This is an optimization exercise on Yosys and OpenROAD, whose aim is small area, a short achievable clock period and few clock cycles per item, not a production implementation. The RTL was checked by simulation tests, not by an equivalence proof against the original design. No activity file was given, so power comes from the tool's default toggle rates.

==> flow/design.v <==
module dwibus_codec (
    input  wire         clk,
    input  wire         rst,         
    input  wire         start,       
    input  wire         op,          
    input  wire [7:0]   self_addr,   
    input  wire [479:0] frame_in,
    output wire         ready,
    output reg          done,        
    output reg  [7:0]   status,
    output reg  [7:0]   crc,
    output wire [479:0] frame_out
);
    localparam [7:0] ST_OK       = 8'h00;
    localparam [7:0] E_CHECKSUM  = 8'h11;
    localparam [7:0] E_ADDRESS   = 8'h12;
    localparam [7:0] E_MARKER    = 8'h13;
    localparam [7:0] E_LENGTH    = 8'h14;
    localparam [7:0] E_COUNT     = 8'h15;
    localparam integer CRC_SPAN = 57;
    function [7:0] crc_step;
        input [7:0] acc;
        input [7:0] b;
        integer k;
        reg [7:0] a;
        begin
            a = acc ^ b;
            for (k = 0; k < 8; k = k + 1)
                a = a[7] ? ((a << 1) ^ 8'h07) : (a << 1);
            crc_step = a;
        end
    endfunction
    reg         busy;
    reg         op_q;
    reg [7:0]   self_q;
    reg [479:0] img;
    reg [5:0]   idx;
    reg [7:0]   acc;
    assign ready     = ~busy;
    assign frame_out = img;
    wire [7:0] cur_byte = img[idx*8 +: 8];
    wire [7:0] acc_next = crc_step(acc, cur_byte);
    wire       last     = (idx == CRC_SPAN - 1);
    wire [7:0] f_sync0 = img[0*8 +: 8];
    wire [7:0] f_sync1 = img[1*8 +: 8];
    wire [7:0] f_rcv   = img[2*8 +: 8];
    wire [7:0] f_cnt   = img[5*8 +: 8];
    wire [7:0] f_len   = img[6*8 +: 8];
    wire [7:0] f_crc   = img[57*8 +: 8];
    wire [7:0] f_end0  = img[58*8 +: 8];
    wire [7:0] f_end1  = img[59*8 +: 8];
    wire marker_bad = (f_sync0 != 8'hAA) || (f_sync1 != 8'h55) ||
                      (f_end0 != 8'h0D) || (f_end1 != 8'h0A);
    wire len_bad    = (f_len > 8'd50);
    reg [7:0] status_next;
    always @(*) begin
        if (op_q == 1'b0) begin
            status_next = len_bad ? E_LENGTH : ST_OK;
        end else begin
            if (marker_bad)                status_next = E_MARKER;
            else if (len_bad)              status_next = E_LENGTH;
            else if (acc_next != f_crc)    status_next = E_CHECKSUM;
            else if (f_rcv != self_q)      status_next = E_ADDRESS;
            else if (f_cnt == 8'd0)        status_next = E_COUNT;
            else                           status_next = ST_OK;
        end
    end
    always @(posedge clk) begin
        if (rst) begin
            busy <= 1'b0;
            done <= 1'b0;
        end else begin
            done <= 1'b0;
            if (!busy) begin
                if (start) begin
                    busy   <= 1'b1;
                    op_q   <= op;
                    self_q <= self_addr;
                    idx    <= 6'd0;
                    acc    <= 8'h00;
                    img    <= frame_in;
                    if (op == 1'b0) begin
                        img[0*8 +: 8]  <= 8'hAA;
                        img[1*8 +: 8]  <= 8'h55;
                        img[58*8 +: 8] <= 8'h0D;
                        img[59*8 +: 8] <= 8'h0A;
                    end
                end
            end else begin
                acc <= acc_next;
                idx <= idx + 6'd1;
                if (last) begin
                    busy   <= 1'b0;
                    done   <= 1'b1;
                    crc    <= acc_next;
                    status <= status_next;
                    if (op_q == 1'b0)
                        img[57*8 +: 8] <= acc_next;
                end
            end
        end
    end
endmodule
==> flow/run.sh <==
#!/bin/bash
# synth_recipe.tcl (not shown) runs the flow's synth.tcl, then flattens the netlist and writes it again
# the make line also repeats each setting of config.mk as NAME=value (left out here)
make -C /OpenROAD-flow-scripts/flow DESIGN_CONFIG=/design/flow/config.mk WORK_HOME=/design/flow/orfs CLKGATE_MAP_FILE= SYNTH_SCRIPT=/design/flow/synth_recipe.tcl finish
==> flow/config.mk <==
export PLATFORM = sky130hd
export DESIGN_NAME = dwibus_codec
export DESIGN_NICKNAME = dwibus_codec
export VERILOG_FILES = /design/flow/design.v
export SDC_FILE = /design/flow/constraint.sdc
export NUM_CORES = 4
export LEC_CHECK = 0
export CAP_MARGIN = 20
export CORE_AREA = 10 10 390 390
export DIE_AREA = 0 0 400 400
export SLEW_MARGIN = 20
==> flow/constraint.sdc <==
create_clock -name core_clock -period 5.0 [get_ports {clk}]
set_input_delay 1.0000 -clock core_clock [delete_from_list [all_inputs] [get_ports {clk}]]
set_output_delay 1.0000 -clock core_clock [all_outputs]
set_load 0.01 [all_outputs]
==> results.txt <==
Yosys cell counts (3+ instances only):
master | count | area, sq um
edfxtp_1 | 515 | 15500
mux4_2 | 77 | 1730
mux2i_1 | 69 | 691
nand2_1 | 50 | 188
and2_1 | 33 | 206
xnor2_1 | 24 | 210
nor2_1 | 22 | 82.6
a21oi_1 | 16 | 80.1
a22oi_1 | 15 | 113
clkbuf_1 | 14 | 52.6
nand2b_1 | 14 | 87.6
buf_2 | 13 | 65.1
buf_4 | 13 | 97.6
buf_6 | 12 | 135
nand3_1 | 11 | 55.1
nand4_1 | 9 | 56.3
o21ai_0 | 9 | 45.0
a21o_1 | 8 | 60.1
mux4_1 | 8 | 210
nor4_1 | 8 | 50.1
o211ai_1 | 8 | 60.1
a31oi_1 | 7 | 43.8
inv_1 | 7 | 26.3
mux2_2 | 7 | 78.8
nor2b_1 | 7 | 43.8
xor2_1 | 7 | 61.3
nor3_1 | 6 | 30.0
o22ai_1 | 6 | 37.5
a211oi_1 | 5 | 37.5
nand3b_1 | 5 | 37.5
nor4bb_1 | 5 | 50.1
o221a_2 | 5 | 56.3
and3_1 | 4 | 25.0
buf_8 | 3 | 45.0
o221ai_1 | 3 | 26.3
or2_1 | 3 | 18.8
xnor2_2 | 3 | 48.8
metrics by stage:
stage / cell area, sq um / utilization / setup WS, ps
final: 35800 / 0.249 / 377
after detailed placement: 33400 / 0.233 / 289
after global routing: 35700 / 0.249 / 91.6
after global placement: 33400 / 0.233 / 257
after floorplan: 21000 / - / -8580
after CTS: 35700 / 0.249 / 258
power breakdown:
group / switching, mW / leakage, nW / internal, mW
Clock: 2.17 / 1.14 / 3.08
Combinational: 0.895 / 5.97 / 0.941
Sequential: 0.188 / 4.79 / 5.02
Total: 3.25 / 11.9 / 9.05
worst min-delay path by stage:
stage,from,to,cells past startpoint
after global placement,op_q,status[4],1
after global routing,op_q,status[4],1
after CTS,op_q,status[4],1
after floorplan,busy,acc[0],1
after detailed placement,op_q,status[4],1
final,op_q,status[4],1
critical path, delay by kind of cell (launching register included):
family / cells / cell delay, ps
and+or+nand+nor: 1 / 100
xor gates and xnor gates: 3 / 870
AOI/OAI and AO/OA: 5 / 1890
muxes: 1 / 610
DFF: 1 / 530
buffers and inverters: 1 / 290
area by class of cell:
type | count | area, sq um | area share
clock buffers | 81 | 1790 | 0.0501
diodes | 8 | 20.0 | 0.000560
multi-input cells | 508 | 5090 | 0.142
inverters | 9 | 33.8 | 0.000945
repair buffers | 1038 | 10400 | 0.291
flip-flops and latches | 517 | 15500 | 0.434
well taps | 1903 | 2380 | 0.0666
clock inverters | 46 | 551 | 0.0154
registers in the layout (all words and copies together), names as in the netlist:
register and cells:
self_q 8, idx 6, acc 8, status 4
op_q 1, crc 8, done 1, img 480
busy 1
metal layers:
metal | part of all wire | GRT usage
met1 | 0.39 | 0.201
met2 | 0.50 | 0.295
met3 | 0.085 | 0.0578
met4 | 0.024 | 0.0425
met5 | 0.0023 | 0
cell families (layout without fill, tap and decap cells):
group                      Yosys count  in the layout  share of synthesized area
AOI/OAI and AO/OA                  114            114                     0.0419
xor gates and xnor gates            37             37                     0.0186
DFF                                517            517                      0.738
other                                1             12                   0.000179
adders and majority gates            2              2                    0.00119
and+or+nand+nor                    190            190                     0.0495
muxes                              161            161                      0.129
buffers and inverters               65           1174                     0.0214
cells in the final DEF, fill, tap and decap left out, types with 9 or more instances in the layout:
| master | n |
|---|---|
| mux2i_1 | 69 |
| xnor2_1 | 24 |
| edfxtp_1 | 515 |
| a21oi_1 | 16 |
| nand2_1 | 50 |
| mux4_2 | 77 |
| clkdlybuf4s50_1 | 984 |
| nand2b_1 | 14 |
| a22oi_1 | 15 |
| and2_1 | 33 |
| o21ai_0 | 9 |
| bufinv_16 | 9 |
| clkbuf_16 | 70 |
| buf_4 | 42 |
| clkinv_1 | 12 |
| inv_6 | 9 |
| nand4_1 | 9 |
| nand3_1 | 11 |
| buf_12 | 11 |
| nor2_1 | 20 |
| clkbuf_1 | 11 |
==> impl_metrics.json <==
{
  "run_status": "finished clean",
  "dp_hpwl_mm": 121,
  "port_buffers": 985,
  "h-tree-depth": 3,
  "worstMarginPinSlew_ps": 933,
  "ys_seq_area_frac": 0.738,
  "hold_path_class": "reg -> reg",
  "ff2ff_path_depth": 11,
  "final_cells": 4110,
  "required_ps": 5390,
  "postSynthAreaPerCell_sq_um": 19.3,
  "ant_nets": 0,
  "grt_max_degree": 130,
  "p_per_area_nw_per_um2": 344,
  "grt-ovfl-total": 0,
  "crit-reg2reg-launch": "idx[0]",
  "wire_per_inst_um": 34.8,
  "crit_path_start": "idx[0]",
  "finalPower_mw": 12.3,
  "ys.flop_type": "edfxtp_1",
  "grt_first_pass_wirelength_mm": 178,
  "wl_mm": 143,
  "synth_edf_count": 515,
  "timing.fmax_ghz": 0.216,
  "grt_pass1_vias": 16500,
  "io_pins": 990,
  "max_slew_margin": 0.372,
  "final_net_count": 2637,
  "setup_viol": 0,
  "clkTransAtPathRegs_ps": 60,
  "firstDrtPassIters": 5,
  "grtUsageTotal": 0.170,
  "peakVddDrop_v": 0.000265,
  "syn2layout_area_growth_pct": 70.2,
  "crit_end": "status[0]",
  "hold_violations": 0,
  "layout-drive-gt1-share": 0.121,
  "drc": 0,
  "r2r_setup_slack_ps": 380,
  "period_share": 0.925,
  "crit_arrival_ps": 5010,
  "core.rowCount": 139,
  "drt-initial-drc-count": 1135,
  "syn_area_sq_um": 21000,
  "cts.sinks": 517,
  "antenna_found_initial": 55,
  "post-cts-setup-buffers": 0,
  "skew_ps": 34.7,
  "die_w_um": 400,
  "min_period_ps": 4620,
  "maxCapViolations": 0,
  "timing.rr.end": "status[0]",
  "yosysUniqueCellTypes": 77,
  "clk_latency_ps": 670,
  "async_flop_share": 0,
  "die_h_um": 400,
  "vias_per_cell": 3.82,
  "tritoncts": "built",
  "fin_tns_setup_ps": 0,
  "leakagePower_nw": 11.9,
  "vias": 15700,
  "die-area_sq_um": 160000,
  "dp_cells": 3975,
  "root_buffer": "clkbuf_16",
  "syn_inst": 1087,
  "path_max_fanout": 30,
  "worstSetupPathType": "reg -> reg",
  "post_cts_resized": 0,
  "cp_cell_sequence": "buf_12 -> mux4_2 -> nand2_1 -> a21oi_1 -> a31oi_1 -> o311ai_1 -> xnor2_2 -> xnor3_1 -> xnor2_1 -> o211ai_1 -> o41a_1",
  "slew_violations": 0,
  "ctsLongestPathBuffers": 3,
  "coreArea_sq_um": 143000,
  "yosysWarnings": 1,
  "fillers": 14800,
  "synth_seq_cells": 517,
  "crit_slowest_cell": "a31oi_1",
  "critPathLaunchType": "register",
  "postCtsHoldBufs": 0,
  "initial_core_util": 0.146,
  "cts_buffers": 69,
  "rsz0062_at_grt": "false",
  "end_kind": "register",
  "place_congestion": 0.901,
  "slowest_delay_ps": 640,
  "hold_slack_ps": 700
}
Testbench counts, summed over its fixed seeds: cycles 111,360, frames 1,920.

separate check: timing with driven ports:
How much do the figures lean on ideal ports? The routed layout below was timed once more, with nothing changed but the port constraints. Step 1 (the two cells are an assumption about what drives the block):
set clk [get_ports {clk}]
set_driving_cell -lib_cell sky130_fd_sc_hd__clkbuf_16 $clk
set_driving_cell -lib_cell sky130_fd_sc_hd__buf_2 [delete_from_list [all_inputs] $clk]
Step 2 times the ports against the registers' clock, not the clock port: input delays grow and output delays shrink by t, the midpoint of the rising clock arrivals with the driver on. a / b / c = no drivers / after step 1 / after step 2; a / b = the first two.
t (ns): 0.738
setup WS [ns]: 0.377 / 0.377 / 0.377
worst setup path at the end: register to register
clock arrival spread, ns: 0.035 / 0.035
worst data-port slew with drivers (ns): 0.28
After both steps setup and hold are still met in this run. The setup slack of this run moves by 0.000 ns with the drivers and by 0.000 ns with both steps.
